This is an optimization exercise on Yosys and OpenROAD, whose aim is small area and a short achievable clock period, not a production implementation. Only simulation tests tie the RTL to the original design; equivalence was not proved. Power and IR drop assume default switching activity.

**design/flow/config.mk**
```make
export PLATFORM = sky130hd
export DESIGN_NAME = agon_timer
export DESIGN_NICKNAME = agon_timer
export VERILOG_FILES = /design/flow/design.v
export SDC_FILE = /design/flow/constraint.sdc
export NUM_CORES = 4
export LEC_CHECK = 0
export CAP_MARGIN = 20
export CORE_MARGIN = 2
export CORE_UTILIZATION = 40
export PLACE_DENSITY = 0.6
export SLEW_MARGIN = 20
```
**design/flow/constraint.sdc**
```tcl
create_clock -name core_clock -period 9.0 [get_ports {clk}]
set_input_delay 1.8000 -clock core_clock [delete_from_list [all_inputs] [get_ports {clk}]]
set_output_delay 1.8000 -clock core_clock [all_outputs]
set_load 0.01 [all_outputs]
```
**design/flow/design.v**
```verilog
module agon_timer #(
    parameter [31:0] REVISION     = 32'h00010801,
    parameter integer STATUS_DELAY = 2,
    parameter integer INTRPT_DELAY = 4
) (
    input  wire       clk,
    input  wire       rst,      
    input  wire       clk1,     
    input  wire       req,      
    input  wire       we,       
    input  wire [7:0] addr,
    input  wire [7:0] wdata,
    output reg  [7:0] rdata,    
    output reg  [2:0] irq       
);
    reg [31:0] cnt [0:2];
    reg [31:0] rld [0:2];
    reg [31:0] m0  [0:2];
    reg [31:0] m1  [0:2];
    reg [11:0] ctrl;
    reg [8:0]  status;
    reg [8:0]  mask;
    reg [8:0]  st_pipe [1:STATUS_DELAY];
    reg [2:0]  ir_pipe [1:INTRPT_DELAY];
    wire       wr     = req & we;
    wire       rd     = req & ~we;
    wire       in_win = (addr[7:6] == 2'b00);
    wire [1:0] sel_n  = addr[5:4];
    wire [1:0] sel_r  = addr[3:2];
    wire [1:0] lane   = addr[1:0];
    reg [31:0] rd_word;
    always @(*) begin
        rd_word = 32'h0;
        if (in_win) begin
            if (sel_n != 2'd3) begin
                case (sel_r)
                    2'd0: rd_word = cnt[sel_n];
                    2'd1: rd_word = rld[sel_n];
                    2'd2: rd_word = m0[sel_n];
                    default: rd_word = m1[sel_n];
                endcase
            end else begin
                case (sel_r)
                    2'd0: rd_word = {20'h0, ctrl};
                    2'd1: rd_word = {23'h0, status};
                    2'd2: rd_word = {23'h0, mask};
                    default: rd_word = REVISION;
                endcase
            end
        end
    end
    function [31:0] setbyte;
        input [31:0] v;
        input [1:0]  k;
        input [7:0]  b;
        begin
            setbyte = v;
            setbyte[8*k +: 8] = b;
        end
    endfunction
    reg [31:0] cnt_w [0:2];
    reg [31:0] rld_w [0:2];
    reg [31:0] m0_w  [0:2];
    reg [31:0] m1_w  [0:2];
    reg [11:0] ctrl_w;
    reg [8:0]  status_w;
    reg [8:0]  mask_w;
    reg        irq_recompute;
    integer n;
    always @(*) begin
        for (n = 0; n < 3; n = n + 1) begin
            cnt_w[n] = cnt[n];
            rld_w[n] = rld[n];
            m0_w[n]  = m0[n];
            m1_w[n]  = m1[n];
        end
        ctrl_w        = ctrl;
        status_w      = status;
        mask_w        = mask;
        irq_recompute = 1'b0;
        if (wr && in_win) begin
            if (sel_n != 2'd3) begin
                case (sel_r)
                    2'd0: cnt_w[sel_n] = setbyte(cnt[sel_n], lane, wdata);
                    2'd1: rld_w[sel_n] = setbyte(rld[sel_n], lane, wdata);
                    2'd2: m0_w[sel_n]  = setbyte(m0[sel_n], lane, wdata);
                    default: m1_w[sel_n] = setbyte(m1[sel_n], lane, wdata);
                endcase
            end else begin
                case (sel_r)
                    2'd0: ctrl_w = setbyte({20'h0, ctrl}, lane, wdata);
                    2'd1: begin
                        status_w = status & ~setbyte(32'h0, lane, wdata);
                        irq_recompute = 1'b1;
                    end
                    2'd2: begin
                        mask_w = setbyte({23'h0, mask}, lane, wdata);
                        irq_recompute = 1'b1;
                    end
                    default: ;
                endcase
            end
        end
    end
    wire [8:0] status_m = status_w | st_pipe[STATUS_DELAY];
    reg [2:0] irq_w;
    reg [2:0] irq_m;
    always @(*) begin
        for (n = 0; n < 3; n = n + 1) begin
            irq_w[n] = irq_recompute ? ((status_w[3*n +: 3] & ~mask_w[3*n +: 3]) != 3'b0) : irq[n];
            irq_m[n] = ir_pipe[INTRPT_DELAY][n] ? ((status_m[3*n +: 3] & ~mask_w[3*n +: 3]) != 3'b0) : irq_w[n];
        end
    end
    reg [31:0] nxt  [0:2];
    reg        step [0:2];
    reg [2:0]  ev   [0:2];
    reg        wrap;
    always @(*) begin
        for (n = 0; n < 3; n = n + 1) begin
            step[n] = ctrl_w[3*n] & (~ctrl_w[3*n+1] | clk1);
            if (ctrl_w[9+n]) begin
                wrap   = (cnt_w[n] == 32'hffffffff);
                nxt[n] = wrap ? rld_w[n] : cnt_w[n] + 32'd1;
            end else begin
                wrap   = (cnt_w[n] == 32'h00000000);
                nxt[n] = wrap ? rld_w[n] : cnt_w[n] - 32'd1;
            end
            ev[n][0] = step[n] & (nxt[n] == m0_w[n]);
            ev[n][1] = step[n] & (nxt[n] == m1_w[n]);
            ev[n][2] = step[n] & wrap & ctrl_w[3*n+2];
        end
    end
    wire [8:0] ev_all   = {ev[2], ev[1], ev[0]};
    wire [2:0] ev_lines = {|ev[2], |ev[1], |ev[0]};
    integer s;
    always @(posedge clk) begin
        if (rst) begin
            for (n = 0; n < 3; n = n + 1) begin
                cnt[n] <= 32'h0;
                rld[n] <= 32'h0;
                m0[n]  <= 32'h0;
                m1[n]  <= 32'h0;
            end
            ctrl   <= 12'h0;
            status <= 9'h0;
            mask   <= 9'h0;
            irq    <= 3'b0;
            for (s = 1; s <= STATUS_DELAY; s = s + 1)
                st_pipe[s] <= 9'h0;
            for (s = 1; s <= INTRPT_DELAY; s = s + 1)
                ir_pipe[s] <= 3'h0;
        end else begin
            if (rd)
                rdata <= rd_word[8*lane +: 8];
            for (n = 0; n < 3; n = n + 1) begin
                cnt[n] <= step[n] ? nxt[n] : cnt_w[n];
                rld[n] <= rld_w[n];
                m0[n]  <= m0_w[n];
                m1[n]  <= m1_w[n];
            end
            ctrl   <= ctrl_w;
            status <= status_m;
            mask   <= mask_w;
            irq    <= irq_m;
            st_pipe[1] <= ev_all;
            for (s = 2; s <= STATUS_DELAY; s = s + 1)
                st_pipe[s] <= st_pipe[s-1];
            ir_pipe[1] <= ev_lines;
            for (s = 2; s <= INTRPT_DELAY; s = s + 1)
                ir_pipe[s] <= ir_pipe[s-1];
        end
    end
endmodule
```
**design/flow/run.sh**
```bash
#!/bin/bash
# synth_recipe.tcl (not shown) runs the flow's synth.tcl, then flattens the netlist and writes it again
# the make line also repeats each setting of config.mk as NAME=value (left out here)
make -C /OpenROAD-flow-scripts/flow DESIGN_CONFIG=/design/flow/config.mk WORK_HOME=/design/flow/orfs CLKGATE_MAP_FILE= SYNTH_SCRIPT=/design/flow/synth_recipe.tcl finish
```
==> qor.yml <==
floorplan:
  die_w_um: 291
  initial_core_util: 0.402
  core_area_um2: 81700
  die_y_um: 291
  die_area_um2: 84500
  rows: 105
  io_pins: 32
synth:
  yosysMostFrequentCell: "nor2_1"
  synth_top_area_cell: "dfxtp_1"
  syn_inst: 4315
  synth_common_cells: "nor2_1, dfxtp_1, a21oi_1"
  synth_edf_count: 8
  synth_top_area_frac: 0.272
  async_flop_share: 0
  synth_seq_area_share: 0.280
  yosys_warnings: 14
  yosys-top-cells-area: "dfxtp_1, mux2i_1, nor2_1"
  ys_seq_elements: 455
  syn_area_um2: 32900
  syn-num-nets: 4353
  synth_ff_type: "dfxtp_1"
  synth_cell_types: 110
  syn_area_per_cell_um2: 7.62
critical_path:
  r2r.worst_path.cells: 21
  slowest_stage: "a21oi_1"
  crit_required_ps: 9580
  cp-start-kind: "primary input"
  path_depth: 21
  crit_family: "simple AND/OR/NAND/NOR gates"
  crit_chain: "clkdlybuf4s50_1 -> inv_1 -> ha_4 -> buf_12 -> a21oi_1 -> a221oi_1 -> buf_4 -> o21ai_1 -> nand4_1 -> or4_1 -> buf_4 -> nor4_1 -> mux2i_1 -> o311ai_1 -> buf_4 -> xnor2_1 -> nor4_1 -> nand4_1 -> nor4_1 -> buf_4 -> a311o_1"
  endpoint_kind: "register"
  slowest_delay_ps: 810
  crit_path_frequent_cell: "buf_4"
  worstSetupPathType: "in2reg"
  crit_buf_inv: 7
  arrival_ps: 9150
  crit_fanout: 49
status:
  outcome: "complete, no violations"
global_routing:
  grt-ovfl-total: 0
  grt_pass1_vias: 33900
  grt_antenna_before_repair: 10
  grt_pass1_wl_mm: 272
  grt_max_degree: 95
  grt.total_usage: 0.452
drt:
  vias_per_cell: 7.02
  ant_nets: 0
  drt_iter0_markers: 7388
  drc: 0
  routed_wl_mm: 200
  wl_per_cell_um: 36.3
  dr.pass1.iters: 10
  num_vias: 38700
sta:
  tns_ps: 0
  finalSetupViolCount: 0
  fin_crit_sh: 0.952
  maxSlewHeadroom: 0.138
  rsz0062_at_grt: "false"
  hold_violations: 0
  worst_slew_pin_slew_ps: 1260
  min_period_ps: 8570
  final-max-slew-violation-count: 0
  clock_skew_ps: 32.7
  fmax_ghz: 0.117
place:
  port-buffer-count: 31
  place_area_um2: 35800
  dpl.hpwl_mm: 158
  gp_congestion: 1.17
clock_network:
  clockRootBuffer: "clkbuf_16"
  tritoncts: "built"
  ctsResizeCount: 0
  postCtsHoldBufs: 0
  clk_path_buf_depth: 3
  htreeDepth: 2
  clock-sinks: 455
  clk_latency_ps: 650
  cts_buffers: 53
  clk_pin_slew_worst_paths_ps: 60
  cts_setup_buffers: 0
layout:
  drive_gt1_frac: 0.139
  fillerInstances: 8366
  fin_nets: 4441
  seq_area_um2: 9190
  multi_input_area_um2: 22300
  fin_area_um2: 37600
  areaGrowthSynthToFinish_pct: 14.5
pwr:
  power-per-cell-area_nw_per_um2: 145
  power_leakage_nw: 15.2
  peakVddDrop_uv: 169
min_path:
  hp-class: "reg2reg"
  holdPathStages: 1
job:
  cap_violations: 0
==> sequential cells by signal, summed over array words and instances, names as in the netlist <==
| name | cells |
|---|---|
| cnt | 96 |
| m0 | 96 |
| m1 | 96 |
| rld | 96 |
| st_pipe | 18 |
| ctrl | 12 |
| ir_pipe | 12 |
| mask | 9 |
| status | 9 |
| rdata | 8 |
| irq | 3 |
==> cell families (layout without fill, tap and decap cells) <==
group                    count (synthesis)  after routing  share of synthesized area
AND/OR/NAND/NOR                       1601           1601                      0.233
AO/OA/AOI/OAI                         1307           1307                      0.266
flip-flops                             455            455                      0.280
buffers and inverters                  371            501                     0.0491
multiplexers                           326            326                      0.103
XOR/XNOR                               238            238                     0.0634
adder cells (fa/ha/maj)                 17             17                    0.00647
other                                    0              2                          0
==> worst paths after layout <==
kind	startpoint	to	slack [ps]
setup / recovery	addr[4]	ir_pipe[1][2]$_SDFF_PP0_	430
hold / removal	st_pipe[1][5]$_SDFF_PP0_	st_pipe[2][5]$_SDFF_PP0_	440
setup reg to reg	cnt[1][1]$_SDFF_PP0_	ir_pipe[1][2]$_SDFF_PP0_	2930
hold reg to reg	st_pipe[1][5]$_SDFF_PP0_	st_pipe[2][5]$_SDFF_PP0_	440
==> routing by layer <==
layer	vias up	GRT usage	wire length, µm
met3	646	0.170	30900
met2	3331	0.620	77800
li1	16200	-	-
met1	18500	0.602	76900
met5	-	0	63
met4	10	0.256	14700
==> where the power goes <==
part	internal (mW)	leakage, nW	total, mW	switching [mW]
combinational	0.332	10.7	1.10	0.770
sequential	2.02	3.67	2.03	0.00262
clock	1.36	0.903	2.35	0.990
==> cell type report <==
| class | instances | area share |
|---|---|---|
| Sequential cell | 455 | 0.244 |
| Inverter | 37 | 0.00376 |
| Tap cell | 1070 | 0.0356 |
| Multi-Input combinational cell | 3489 | 0.591 |
| Antenna cell | 2 | 0.000133 |
| Clock inverter | 25 | 0.00904 |
| Timing Repair Buffer | 367 | 0.0768 |
| Clock buffer | 72 | 0.0395 |
==> worst reg2reg max path, cell delays in order (launching register included) <==
cell,delay [ps]
dfxtp_1,370
a22oi_1,180
o221ai_1,550
mux2i_1,160
buf_4,220
inv_1,70
ha_1,170
inv_1,50
a211oi_1,280
and4_1,340
nand2_1,160
buf_4,210
nor4_1,600
mux2i_1,280
o311ai_1,140
buf_4,230
xnor2_1,190
nor4_1,570
nand4_1,370
nor4_1,570
buf_4,210
a311o_1,100
==> cell usage in the layout (no fill, tap or decap), drive strengths merged, types with 20 or more instances in the layout <==
master         Yosys  final
a31oi             77     77
a221oi            22     22
clkbuf           219     72
a21boi            28     28
nor4              88     88
a31o              48     48
o21a              23     23
o21ai            191    191
nand3            147    147
xor2              92     92
mux2i            281    281
o211ai            31     31
or4               30     30
dfxtp            447    447
a21oi            416    416
nor2b             55     55
nor2             720    720
inv               36     38
a22oi            128    128
nor3             109    109
and3              31     31
mux2              40     40
nand4             90     90
or3               24     24
buf              115    339
nand2            219    219
a222oi            22     22
a211oi            85     85
xnor2            146    146
clkdlybuf4s50      0     28
a221o             20     20
==> metrics by stage <==
stage               instances  worst slack, ps  power, mW  hold WS (ps)  utilization
floorplan                4315             1850       2.64           414            -
global placement         5417              159       3.11           422        0.438
detailed placement       5418              242       3.10           424        0.438
CTS                      5515              895       5.41           438        0.461
global route             5515              524       5.55           464        0.461
finish                   5517              432       5.48           435        0.461

## separate check: timing with driven ports
The flow's constraints put no driver on any port. The routed layout listed below was extracted and timed again, unchanged, in two steps.
Step 1 sets driving cells, clkbuf_16 on the clock port and buf_2 on the other inputs (assumed; they add their load-dependent delay and slew).
Step 2 adds t to the input delays and takes it off the output delays; t is the mean of the earliest and latest rising clock arrival at the registers after step 1. Input paths then give back, and output paths get back, about the clock's delay inside the block.
Slacks: ideal / step 1 / step 2; pairs: ideal / step 1.
t (ns): 0.701
setup slack, ns: 0.432 / 0.466 / -0.235
latest minus earliest clock arrival (ns): 0.033 / 0.033
Met with ideal ports but missed after step 2: setup timing in this run. For this run, drivers alone change the setup slack by +0.034 ns; drivers and shift together by -0.667 ns.
